Background: an optimization exercise with open tools, aiming at small area. Do not read the settings as production practice. In this exercise RTL edits were held to simulation tests only and were not proved equivalent to the original.

==> fjord <==
## owir
module owir (
    input  wire        clk,
    input  wire        rst,
    input  wire        bus_sel,
    input  wire        bus_we,
    input  wire [4:0]  bus_off,
    input  wire [15:0] bus_wdata,
    input  wire        bus_size,
    output reg  [15:0] bus_rdata,
    output wire        ow_oe,
    output wire        ow_o,
    input  wire        ow_i,
    output wire        ir_tx_o,
    input  wire        ir_rx_i,
    input  wire [3:0]  btn_i,
    output wire        irq_tick,
    output wire        irq_ow,
    output wire        irq_rx,
    output wire        irq_btn
);
==> module owir_tick, before the edit <==
module owir_tick (
    input  wire        clk,
    input  wire        rst,
    input  wire        tick_en,
    input  wire        btn_en,
    input  wire [3:0]  btn,         
    output wire        beat,
    output reg  [15:0] beat_cnt,
    output wire [2:0]  local_val,   
    output reg  [5:0]  hold,        
    output wire [3:0]  db_nz,
    output wire        btn_flag     
);
    localparam [9:0] DIV_S0   = 10'b0110111011;
    localparam [9:0] DIV_END  = 10'b1011011011;
    localparam [9:0] DIV_MASK = 10'b1011111011;
    localparam [4:0] DB_LOAD  = 5'b00010;
    localparam [4:0] DB_ZMASK = 5'b10111;
    localparam [4:0] DB_LAST  = 5'b10000;
    localparam [4:0] DB_LMASK = 5'b11101;
    reg [9:0] div;
    reg [1:0] lv;          
    reg [4:0] db [0:3];
    reg [3:0] btn_prev;
    assign beat = tick_en && ((div & DIV_MASK) == (DIV_END & DIV_MASK));
    wire [9:0] div_nx = {div[8:0], ~(div[9] ^ div[6])};
    reg  [4:0] db_n [0:3];
    reg  [3:0] honour, nz;
    integer k;
    always @(*) begin
        for (k = 0; k < 4; k = k + 1) begin
            nz[k]     = (db[k] & DB_ZMASK) != 5'd0;
            honour[k] = btn_en && btn_prev[k] && !btn[k] &&
                        (!nz[k] || (beat && (db[k] & DB_LMASK) == (DB_LAST & DB_LMASK)));
            db_n[k]   = honour[k] ? DB_LOAD :
                        (beat && nz[k]) ? {db[k][3:0], ~(db[k][4] ^ db[k][2])} : db[k];
        end
    end
    assign btn_flag = |honour;
    assign db_nz = nz;
    wire       hold_nz = hold != 6'd0;
    wire [5:0] hold_d  = (beat && hold_nz) ? hold - 6'd1 : hold;
    wire       collapse = beat && (hold[5:1] == 5'd0);
    wire [1:0] pressed_id = honour[0] ? 2'd1 :
                            honour[1] ? 2'd2 :
                            honour[2] ? 2'd3 : 2'd0;
    assign local_val = {hold_nz && lv == 2'd0, lv};
    always @(posedge clk)
        btn_prev <= btn;
    always @(posedge clk) begin
        if (!tick_en || beat)
            div <= DIV_S0;
        else
            div <= div_nx;
    end
    always @(posedge clk) begin
        if (rst) begin
            beat_cnt  <= 16'd0;
            lv        <= 2'd0;
            hold      <= 6'd0;
            for (k = 0; k < 4; k = k + 1)
                db[k] <= 5'd0;
        end else begin
            if (beat)
                beat_cnt <= beat_cnt + 16'd1;
            for (k = 0; k < 4; k = k + 1)
                db[k] <= db_n[k];
            if (btn_flag) begin
                lv        <= pressed_id;
                hold      <= 6'd48;
            end else begin
                if (collapse)
                    lv <= 2'd0;
                hold <= hold_d;
            end
        end
    end
endmodule
==> module owir_irrx, before the edit <==
module owir_irrx (
    input  wire       clk,
    input  wire       rst,
    input  wire       rx_en,
    input  wire       beat,
    input  wire       line,          
    output reg  [2:0] rx_state,
    output reg  [3:0] rx_acc,
    output reg  [3:0] peer_val,
    output wire       peer_valid,
    output reg  [4:0] age,           
    output wire       rx_flag,       
    output wire       err_flag       
);
    localparam [2:0] S_IDLE = 3'd0, S_START = 3'd1, S_B0 = 3'd2, S_B1 = 3'd3,
                     S_B2 = 3'd4, S_B3 = 3'd5, S_MARK = 3'd6, S_STOP = 3'd7;
    localparam [9:0] RX_HALF  = 10'b1000001110;
    localparam [9:0] RX_SLOT  = 10'b1000101110;
    localparam [9:0] RX_END   = 10'b0111010101;
    localparam [9:0] RX_MASK  = 10'b1111111111;
    reg       rx_prev;
    reg [9:0] rx_cnt;
    wire idle   = (rx_state == S_IDLE);
    wire fall   = rx_prev && !line;
    wire firing = rx_en && !idle && ((rx_cnt & RX_MASK) == (RX_END & RX_MASK));
    assign rx_flag  = firing && (rx_state == S_STOP) && line;
    assign err_flag = firing && (((rx_state == S_START) && line) ||
                                 ((rx_state == S_STOP)  && !line));
    wire age_sat = age[4] && age[3] && age[0];       
    assign peer_valid = !age_sat;
    always @(posedge clk) begin
        if (idle)
            rx_cnt <= RX_HALF;
        else if (firing)
            rx_cnt <= RX_SLOT;
        else
            rx_cnt <= {rx_cnt[8:0], ~(rx_cnt[9] ^ rx_cnt[6])};
    end
    always @(posedge clk)
        rx_prev <= line;
    always @(posedge clk) begin
        if (rst) begin
            rx_state   <= S_IDLE;
            rx_acc     <= 4'd0;
            peer_val   <= 4'd0;
            age        <= 5'd25;
        end else begin
            if (beat) begin
                if (!age_sat)
                    age <= age + 5'd1;
                if (age[4] && age[3])                      
                    peer_val <= 4'd0;
            end
            if (!rx_en) begin
                rx_state <= S_IDLE;
            end else if (idle) begin
                if (fall) begin
                    rx_state <= S_START;
                    rx_acc   <= 4'd0;
                end
            end else if (firing) begin
                case (rx_state)
                    S_START: rx_state <= line ? S_IDLE : S_B0;
                    S_B0, S_B1, S_B2, S_B3: begin
                        rx_acc   <= {rx_acc[2:0], line};
                        rx_state <= rx_state + 3'd1;
                    end
                    S_MARK:  rx_state <= S_STOP;
                    default: begin  
                        rx_state <= S_IDLE;
                        if (line) begin
                            peer_val <= rx_acc;
                            age      <= 5'd0;
                        end
                    end
                endcase
            end
        end
    end
endmodule
clock: 10.0 ns
lec_check: 0
cap_margin: 20
core_margin: 2
core_utilization: 40
slew_margin: 20
standard.sh (not shown) runs the stock make flow with config.mk's settings and CLKGATE_MAP_FILE= SYNTH_SCRIPT=/design/flow/synth_recipe.tcl, a recipe that flattens the netlist after the stock synthesis.
==> flow/flow/run.sh <==
#!/bin/bash
# Own layout flow: the standard flow (standard.sh) with
#  - synthesis: the standard script with an area-oriented abc mapping script,
#  - port buffers: buf_1 instead of the default pick,
#  - CTS: clkbuf_8 leaf buffers, clkbuf_16 root, no dummy loads.
set -euo pipefail
W=$(pwd)
export FLOW_WORK=$W
export MY_ABC_SCRIPT=$W/flow/area.abc
export BUFFER_PORTS_ARGS="-buffer_cell sky130_fd_sc_hd__buf_1"
export CTS_ARGS="-sink_clustering_enable -repair_clock_nets -dont_use_dummy_load -buf_list sky130_fd_sc_hd__clkbuf_8 -root_buf sky130_fd_sc_hd__clkbuf_16"
sed "s#SYNTH_SCRIPT=[^ ]*#SYNTH_SCRIPT=$W/flow/my_synth.tcl#" standard.sh > my_standard.sh
grep -q "SYNTH_SCRIPT=$W/flow/my_synth.tcl" my_standard.sh
bash my_standard.sh synth > synth.log 2>&1
bash my_standard.sh > layout.log 2>&1
test -f out/final.def
==> flow/flow/area.abc <==
strash
dc2
&get -n
&st
&dch -f
&nf -R 1000
&put
strash
dc2
&get -n
&st
&dch -f
&nf -R 1000
&put
topo
==> flow/flow/my_synth.tcl <==
# The standard synthesis (synth_recipe.tcl, sourced unchanged), with only the abc
# technology-mapping script replaced by an area-oriented one (flow/area.abc).
proc abc {args} {
  set i [lsearch -exact $args -script]
  if {$i >= 0} { lset args [expr {$i + 1}] $::env(MY_ABC_SCRIPT) }
  yosys abc {*}$args
}
source $::env(FLOW_WORK)/synth_recipe.tcl
==> cedar: changes against fjord <==
--- a/flow/flow/run.sh
+++ b/flow/flow/run.sh
@@ -1,5 +1,5 @@
 #!/bin/bash
 # Own layout flow: the standard flow (standard.sh) with
-#  - synthesis: the standard script with an area-oriented abc mapping script,
+#  - synthesis: the standard script without adder cells and with the smallest of several area-oriented abc mappings,
 #  - port buffers: buf_1 instead of the default pick,
 #  - CTS: clkbuf_8 leaf buffers, clkbuf_16 root, no dummy loads.
@@ -7,5 +7,5 @@
 W=$(pwd)
 export FLOW_WORK=$W
-export MY_ABC_SCRIPT=$W/flow/area.abc
+export MY_ABC_DIR=$W/flow
 export BUFFER_PORTS_ARGS="-buffer_cell sky130_fd_sc_hd__buf_1"
 export CTS_ARGS="-sink_clustering_enable -repair_clock_nets -dont_use_dummy_load -buf_list sky130_fd_sc_hd__clkbuf_8 -root_buf sky130_fd_sc_hd__clkbuf_16"
==> flow/flow/my_synth.tcl (replaced) <==
# The standard synthesis (synth_recipe.tcl, sourced unchanged), with only the
# combinational mapping changed: no adder extraction into ha/fa cells (ADDER_MAP_FILE
# cleared), and abc run with each area-oriented script in flow/*.abc, keeping the
# mapping with the smallest cell area. Registers are untouched.
proc abc {args} {
  set i [lsearch -exact $args -script]
  if {$i < 0} { return [yosys abc {*}$args] }
  set libargs {}
  foreach lib $::env(LIB_FILES) { lappend libargs -liberty $lib }
  yosys design -save pre_abc
  set best ""; set best_area 1e18
  foreach s [lsort [glob $::env(MY_ABC_DIR)/*.abc]] {
    yosys design -load pre_abc
    lset args [expr {$i + 1}] $s
    yosys abc {*}$args
    set f $::env(OBJECTS_DIR)/abc_try.txt
    yosys tee -q -o $f stat {*}$libargs
    set fh [open $f r]; set txt [read $fh]; close $fh
    if {[regexp {Chip area for module '[^']*': ([0-9.]+)} $txt -> a]} {
      puts "ABC_TRY [file tail $s] area $a"
      if {$a < $best_area} { set best_area $a; set best $s }
    }
  }
  puts "ABC_BEST [file tail $best] area $best_area"
  yosys design -load pre_abc
  lset args [expr {$i + 1}] $best
  yosys abc {*}$args
}
set ::env(ADDER_MAP_FILE) ""
source $::env(FLOW_WORK)/synth_recipe.tcl
==> flow/flow/s14.abc (new file) <==
strash
dc2
&get -n
&st
&dch -f
&nf -R 1000
&put
strash
dc2
&get -n
&st
&dch -f
&nf -R 1000
&put
topo
==> flow/flow/s22.abc (new file) <==
strash
&get -n
&st
&syn4
&dch -f
&nf -R 1000
&put
strash
dc2
&get -n
&st
&dch -f
&nf -R 1000
&put
topo
==> flow/flow/s26.abc (new file) <==
strash
&get -n
&st
&syn4
&dch -f
&nf -R 1000 -p -F 10 -A 6 -C 32
&put
strash
dc2
&get -n
&st
&dch -f
&nf -R 1000 -p -F 10 -A 6 -C 32
&put
topo
==> flow/flow/s29.abc (new file) <==
strash
&get -n
&st
&syn4
&dch -f
&nf -R 1000 -p -F 10 -A 6 -C 32
&put
strash
dc2
&get -n
&st
&dch -f
&nf -R 1000 -p -F 10 -A 6 -C 32
&put
strash
dc2
&get -n
&st
&dch -f
&nf -R 1000 -p -F 10 -A 6 -C 32
&put
topo
==> flow/flow/s32.abc (new file) <==
strash
&get -n
&st
&syn4
&dch -f
&nf -R 1000 -p -F 20 -A 10 -C 32 -E 10
&put
strash
dc2
&get -n
&st
&dch -f
&nf -R 1000 -p -F 20 -A 10 -C 32 -E 10
&put
topo
==> flow/flow/t01.abc (new file) <==
strash
&get -n
&st
&syn4
&dch -f
&nf -R 1000 -p -F 30 -A 20 -C 32 -E 30
&put
strash
dc2
&get -n
&st
&dch -f
&nf -R 1000 -p -F 30 -A 20 -C 32 -E 30
&put
topo
==> flow/flow/t02.abc (new file) <==
strash
&get -n
&st
&syn2
&dch -f
&nf -R 1000 -p -F 20 -A 10 -C 32 -E 10
&put
strash
dc2
&get -n
&st
&dch -f
&nf -R 1000 -p -F 20 -A 10 -C 32 -E 10
&put
topo
==> flow/flow/t03.abc (new file) <==
strash
&get -n
&st
&dc2
&syn4
&dch -f
&nf -R 1000 -p -F 20 -A 10 -C 32 -E 10
&put
strash
&get -n
&st
&syn4
&dch -f
&nf -R 1000 -p -F 20 -A 10 -C 32 -E 10
&put
topo
==> flow/flow/t04.abc (new file) <==
strash
&get -n
&st
&syn4
&dch -f
&nf -R 1000 -p -F 20 -A 10 -C 32 -E 10
&put
strash
dc2
&get -n
&st
&dch -f
&nf -R 1000 -p -F 20 -A 10 -C 32 -E 10
&put
strash
dc2
&get -n
&st
&dch -f
&nf -R 1000 -p -F 20 -A 10 -C 32 -E 10
&put
topo
==> flow/flow/t05.abc (new file) <==
strash
dc2
resub -K 8
rewrite
refactor
&get -n
&st
&syn4
&dch -f
&nf -R 1000 -p -F 10 -A 6 -C 32
&put
strash
dc2
&get -n
&st
&dch -f
&nf -R 1000 -p -F 10 -A 6 -C 32
&put
topo
==> flow/flow/t06.abc (new file) <==
strash
&get -n
&st
&synch2
&dch -f
&nf -R 1000 -p -F 20 -A 10 -C 32 -E 10
&put
strash
&get -n
&st
&syn4
&dch -f
&nf -R 1000 -p -F 20 -A 10 -C 32 -E 10
&put
topo
==> flow/flow/t07.abc (new file) <==
strash
&get -n
&st
&syn4
&dch -f
&nf -R 1000
&put
strash
dc2
&get -n
&st
&dch -f
&nf -R 1000 -p -F 20 -A 10 -C 32 -E 10
&put
topo
==> flow/flow/t08.abc (new file) <==
strash
&get -n
&st
&syn4
&syn4
&dch -f
&nf -R 1000 -p -F 10 -A 6 -C 32
&put
strash
dc2
&get -n
&st
&dch -f
&nf -R 1000 -p -F 10 -A 6 -C 32
&put
topo
Settings changed: CORE_UTILIZATION 40 to 65.
removed: flow/flow/area.abc
==> maple: changes against fjord <==
--- a/flow/flow/run.sh
+++ b/flow/flow/run.sh
@@ -1,5 +1,5 @@
 #!/bin/bash
 # Own layout flow: the standard flow (standard.sh) with
-#  - synthesis: the standard script with an area-oriented abc mapping script,
+#  - synthesis: the standard script without adder cells and with the smallest of several area-oriented abc mappings,
 #  - port buffers: buf_1 instead of the default pick,
 #  - CTS: clkbuf_8 leaf buffers, clkbuf_16 root, no dummy loads.
@@ -7,5 +7,5 @@
 W=$(pwd)
 export FLOW_WORK=$W
-export MY_ABC_SCRIPT=$W/flow/area.abc
+export MY_ABC_DIR=$W/flow
 export BUFFER_PORTS_ARGS="-buffer_cell sky130_fd_sc_hd__buf_1"
 export CTS_ARGS="-sink_clustering_enable -repair_clock_nets -dont_use_dummy_load -buf_list sky130_fd_sc_hd__clkbuf_8 -root_buf sky130_fd_sc_hd__clkbuf_16"
==> flow/flow/my_synth.tcl (replaced) <==
# The standard synthesis (synth_recipe.tcl, sourced unchanged), with only the
# combinational mapping changed: no adder extraction into ha/fa cells (ADDER_MAP_FILE
# cleared), and abc run with each area-oriented script in flow/*.abc, keeping the
# mapping with the smallest cell area. Registers are untouched.
proc abc {args} {
  set i [lsearch -exact $args -script]
  if {$i < 0} { return [yosys abc {*}$args] }
  set libargs {}
  foreach lib $::env(LIB_FILES) { lappend libargs -liberty $lib }
  yosys design -save pre_abc
  set best ""; set best_area 1e18
  foreach s [lsort [glob $::env(MY_ABC_DIR)/*.abc]] {
    yosys design -load pre_abc
    lset args [expr {$i + 1}] $s
    yosys abc {*}$args
    set f $::env(OBJECTS_DIR)/abc_try.txt
    yosys tee -q -o $f stat {*}$libargs
    set fh [open $f r]; set txt [read $fh]; close $fh
    if {[regexp {Chip area for module '[^']*': ([0-9.]+)} $txt -> a]} {
      puts "ABC_TRY [file tail $s] area $a"
      if {$a < $best_area} { set best_area $a; set best $s }
    }
  }
  puts "ABC_BEST [file tail $best] area $best_area"
  yosys design -load pre_abc
  lset args [expr {$i + 1}] $best
  yosys abc {*}$args
}
set ::env(ADDER_MAP_FILE) ""
source $::env(FLOW_WORK)/synth_recipe.tcl
==> flow/flow/s14.abc (new file) <==
strash
dc2
&get -n
&st
&dch -f
&nf -R 1000
&put
strash
dc2
&get -n
&st
&dch -f
&nf -R 1000
&put
topo
==> flow/flow/s22.abc (new file) <==
strash
&get -n
&st
&syn4
&dch -f
&nf -R 1000
&put
strash
dc2
&get -n
&st
&dch -f
&nf -R 1000
&put
topo
==> flow/flow/s26.abc (new file) <==
strash
&get -n
&st
&syn4
&dch -f
&nf -R 1000 -p -F 10 -A 6 -C 32
&put
strash
dc2
&get -n
&st
&dch -f
&nf -R 1000 -p -F 10 -A 6 -C 32
&put
topo
==> flow/flow/s29.abc (new file) <==
strash
&get -n
&st
&syn4
&dch -f
&nf -R 1000 -p -F 10 -A 6 -C 32
&put
strash
dc2
&get -n
&st
&dch -f
&nf -R 1000 -p -F 10 -A 6 -C 32
&put
strash
dc2
&get -n
&st
&dch -f
&nf -R 1000 -p -F 10 -A 6 -C 32
&put
topo
==> flow/flow/s32.abc (new file) <==
strash
&get -n
&st
&syn4
&dch -f
&nf -R 1000 -p -F 20 -A 10 -C 32 -E 10
&put
strash
dc2
&get -n
&st
&dch -f
&nf -R 1000 -p -F 20 -A 10 -C 32 -E 10
&put
topo
==> flow/flow/t01.abc (new file) <==
strash
&get -n
&st
&syn4
&dch -f
&nf -R 1000 -p -F 30 -A 20 -C 32 -E 30
&put
strash
dc2
&get -n
&st
&dch -f
&nf -R 1000 -p -F 30 -A 20 -C 32 -E 30
&put
topo
==> flow/flow/t02.abc (new file) <==
strash
&get -n
&st
&syn2
&dch -f
&nf -R 1000 -p -F 20 -A 10 -C 32 -E 10
&put
strash
dc2
&get -n
&st
&dch -f
&nf -R 1000 -p -F 20 -A 10 -C 32 -E 10
&put
topo
==> flow/flow/t03.abc (new file) <==
strash
&get -n
&st
&dc2
&syn4
&dch -f
&nf -R 1000 -p -F 20 -A 10 -C 32 -E 10
&put
strash
&get -n
&st
&syn4
&dch -f
&nf -R 1000 -p -F 20 -A 10 -C 32 -E 10
&put
topo
==> flow/flow/t04.abc (new file) <==
strash
&get -n
&st
&syn4
&dch -f
&nf -R 1000 -p -F 20 -A 10 -C 32 -E 10
&put
strash
dc2
&get -n
&st
&dch -f
&nf -R 1000 -p -F 20 -A 10 -C 32 -E 10
&put
strash
dc2
&get -n
&st
&dch -f
&nf -R 1000 -p -F 20 -A 10 -C 32 -E 10
&put
topo
==> flow/flow/t05.abc (new file) <==
strash
dc2
resub -K 8
rewrite
refactor
&get -n
&st
&syn4
&dch -f
&nf -R 1000 -p -F 10 -A 6 -C 32
&put
strash
dc2
&get -n
&st
&dch -f
&nf -R 1000 -p -F 10 -A 6 -C 32
&put
topo
==> flow/flow/t06.abc (new file) <==
strash
&get -n
&st
&synch2
&dch -f
&nf -R 1000 -p -F 20 -A 10 -C 32 -E 10
&put
strash
&get -n
&st
&syn4
&dch -f
&nf -R 1000 -p -F 20 -A 10 -C 32 -E 10
&put
topo
==> flow/flow/t07.abc (new file) <==
strash
&get -n
&st
&syn4
&dch -f
&nf -R 1000
&put
strash
dc2
&get -n
&st
&dch -f
&nf -R 1000 -p -F 20 -A 10 -C 32 -E 10
&put
topo
==> flow/flow/t08.abc (new file) <==
strash
&get -n
&st
&syn4
&syn4
&dch -f
&nf -R 1000 -p -F 10 -A 6 -C 32
&put
strash
dc2
&get -n
&st
&dch -f
&nf -R 1000 -p -F 10 -A 6 -C 32
&put
topo
Settings changed: CAP_MARGIN 20 to 5, GPL_TIMING_DRIVEN set to 0, SLEW_MARGIN 20 to 5.
removed: flow/flow/area.abc
==> zinc: changes against fjord <==
--- a/flow/design.v
+++ b/flow/design.v
@@ -139,5 +139,5 @@
     output wire        beat,
     output reg  [15:0] beat_cnt,
-    output wire [2:0]  local_val,   
+    output reg  [2:0]  local_val,   
     output reg  [5:0]  hold,        
     output wire [3:0]  db_nz,
@@ -152,5 +152,4 @@
     localparam [4:0] DB_LMASK = 5'b11101;
     reg [9:0] div;
-    reg [1:0] lv;          
     reg [4:0] db [0:3];
     reg [3:0] btn_prev;
@@ -174,10 +173,7 @@
     wire [5:0] hold_d  = (beat && hold_nz) ? hold - 6'd1 : hold;
     wire       collapse = beat && (hold[5:1] == 5'd0);
-    wire [1:0] pressed_id = honour[0] ? 2'd1 :
-                            honour[1] ? 2'd2 :
-                            honour[2] ? 2'd3 : 2'd0;
-    assign local_val = {hold_nz && lv == 2'd0, lv};
-    always @(posedge clk)
-        btn_prev <= btn;
+    wire [2:0] pressed_id = honour[0] ? 3'd1 :
+                            honour[1] ? 3'd2 :
+                            honour[2] ? 3'd3 : 3'd4;
     always @(posedge clk) begin
         if (!tick_en || beat)
@@ -189,5 +185,6 @@
         if (rst) begin
             beat_cnt  <= 16'd0;
-            lv        <= 2'd0;
+            btn_prev  <= 4'hF;
+            local_val <= 3'd0;
             hold      <= 6'd0;
             for (k = 0; k < 4; k = k + 1)
@@ -196,12 +193,13 @@
             if (beat)
                 beat_cnt <= beat_cnt + 16'd1;
+            btn_prev <= btn;
             for (k = 0; k < 4; k = k + 1)
                 db[k] <= db_n[k];
             if (btn_flag) begin
-                lv        <= pressed_id;
+                local_val <= pressed_id;
                 hold      <= 6'd48;
             end else begin
                 if (collapse)
-                    lv <= 2'd0;
+                    local_val <= 3'd0;
                 hold <= hold_d;
             end
@@ -285,8 +283,8 @@
     localparam [2:0] S_IDLE = 3'd0, S_START = 3'd1, S_B0 = 3'd2, S_B1 = 3'd3,
                      S_B2 = 3'd4, S_B3 = 3'd5, S_MARK = 3'd6, S_STOP = 3'd7;
-    localparam [9:0] RX_HALF  = 10'b1000001110;
-    localparam [9:0] RX_SLOT  = 10'b1000101110;
-    localparam [9:0] RX_END   = 10'b0111010101;
-    localparam [9:0] RX_MASK  = 10'b1111111111;
+    localparam [9:0] RX_HALF  = 10'b1011110101;
+    localparam [9:0] RX_SLOT  = 10'b0110111011;
+    localparam [9:0] RX_END   = 10'b1011011011;
+    localparam [9:0] RX_MASK  = 10'b1011111011;
     reg       rx_prev;
     reg [9:0] rx_cnt;
@@ -307,8 +305,7 @@
             rx_cnt <= {rx_cnt[8:0], ~(rx_cnt[9] ^ rx_cnt[6])};
     end
-    always @(posedge clk)
-        rx_prev <= line;
     always @(posedge clk) begin
         if (rst) begin
+            rx_prev    <= 1'b1;
             rx_state   <= S_IDLE;
             rx_acc     <= 4'd0;
@@ -316,4 +313,5 @@
             age        <= 5'd25;
         end else begin
+            rx_prev <= line;
             if (beat) begin
                 if (!age_sat)
==> flow/run.sh (new file) <==
#!/bin/bash
# synth_recipe.tcl (not shown) runs the flow's synth.tcl, then flattens the netlist and writes it again
# the make line also repeats each setting of config.mk as NAME=value (left out here)
make -C /OpenROAD-flow-scripts/flow DESIGN_CONFIG=/design/flow/config.mk WORK_HOME=/design/flow/orfs CLKGATE_MAP_FILE= SYNTH_SCRIPT=/design/flow/synth_recipe.tcl finish
removed: flow/flow/run.sh
removed: flow/flow/area.abc
removed: flow/flow/my_synth.tcl
removed: flow/standard.sh
==> impl_metrics.toml <==
[outcome]
status = "timing/DRC/antenna clean"

[timing]
fmax_mhz = 169.2

[place]
dpl.cell_count = 840

[routing]
vias_per_cell = 6.533
The numbers above come from cedar.

==> impl_metrics.toml <==
[synthesis]
synthTopCellsByCount = "152 x dfxtp_1, 108 x nor2_1, 100 x nand2_1"

[outcome]
status = "timing/DRC/antenna clean"

[power_and_ir_drop]
p_seq_share_pct = 61.8

[routing]
vias_per_cell = 5.569

[place]
dpl.cell_count = 1099

[grt]
use_met3_pct = 5.000
The numbers above come from fjord.

==> impl_metrics.toml <==
[routing]
vias_per_cell = 5.913

[timing]
slew_viol_final = 0
fmax_mhz = 165.6

[place]
place_ws_ns = 4.112
dpl.cell_count = 920

[outcome]
status = "timing/DRC/antenna clean"
The numbers above come from maple.

==> impl_metrics.toml <==
[outcome]
status = "timing/DRC/antenna clean"

[routing]
vias_per_cell = 5.506

[clock_tree]
htree_levels = 4

[timing]
fmax_mhz = 145.0

[place]
dpl.cell_count = 1212

[synthesis]
yosys.area_share.xor_xnor_pct = 2.623
The numbers above come from zinc.

-- what the ideal ports hide --
Ports are ideal in the flow. The routed layouts listed here were re-timed in OpenROAD.
Step 1 assumes that a clkbuf_16 drives the clock port and a buf_2 every other input.
Step 2 moves the port delays by t, midway between the first and last clock arrival at a register: inputs arrive t later, outputs are due t later. That takes back most of the time a late clock gives input paths.
Three values: ideal ports, drivers, drivers and shift; two values: the first two.
run | t (ns) | slack for setup (ns) | hold slack, ns | worst register clock-pin slew, ns | worst data-port slew with drivers (ns)
fjord | 0.412 | 3.790 / 3.761 / 3.761 | 0.411 / 0.411 / 0.411 | 0.08 / 0.08 | 0.04
cedar | 0.404 | 4.088 / 4.040 / 4.040 | 0.396 / 0.396 / 0.396 | 0.09 / 0.09 | 0.06
maple | 0.412 | 3.960 / 3.938 / 3.938 | 0.403 / 0.403 / 0.403 | 0.08 / 0.08 | 0.03
zinc | 0.481 | 3.104 / 3.082 / 3.082 | 0.409 / 0.409 / 0.409 | 0.07 / 0.07 | 0.04
After both steps setup and hold are still met in every run listed. The setup slack of cedar, which loses most, moves by -0.048 ns with the drivers and by -0.048 ns with both steps.
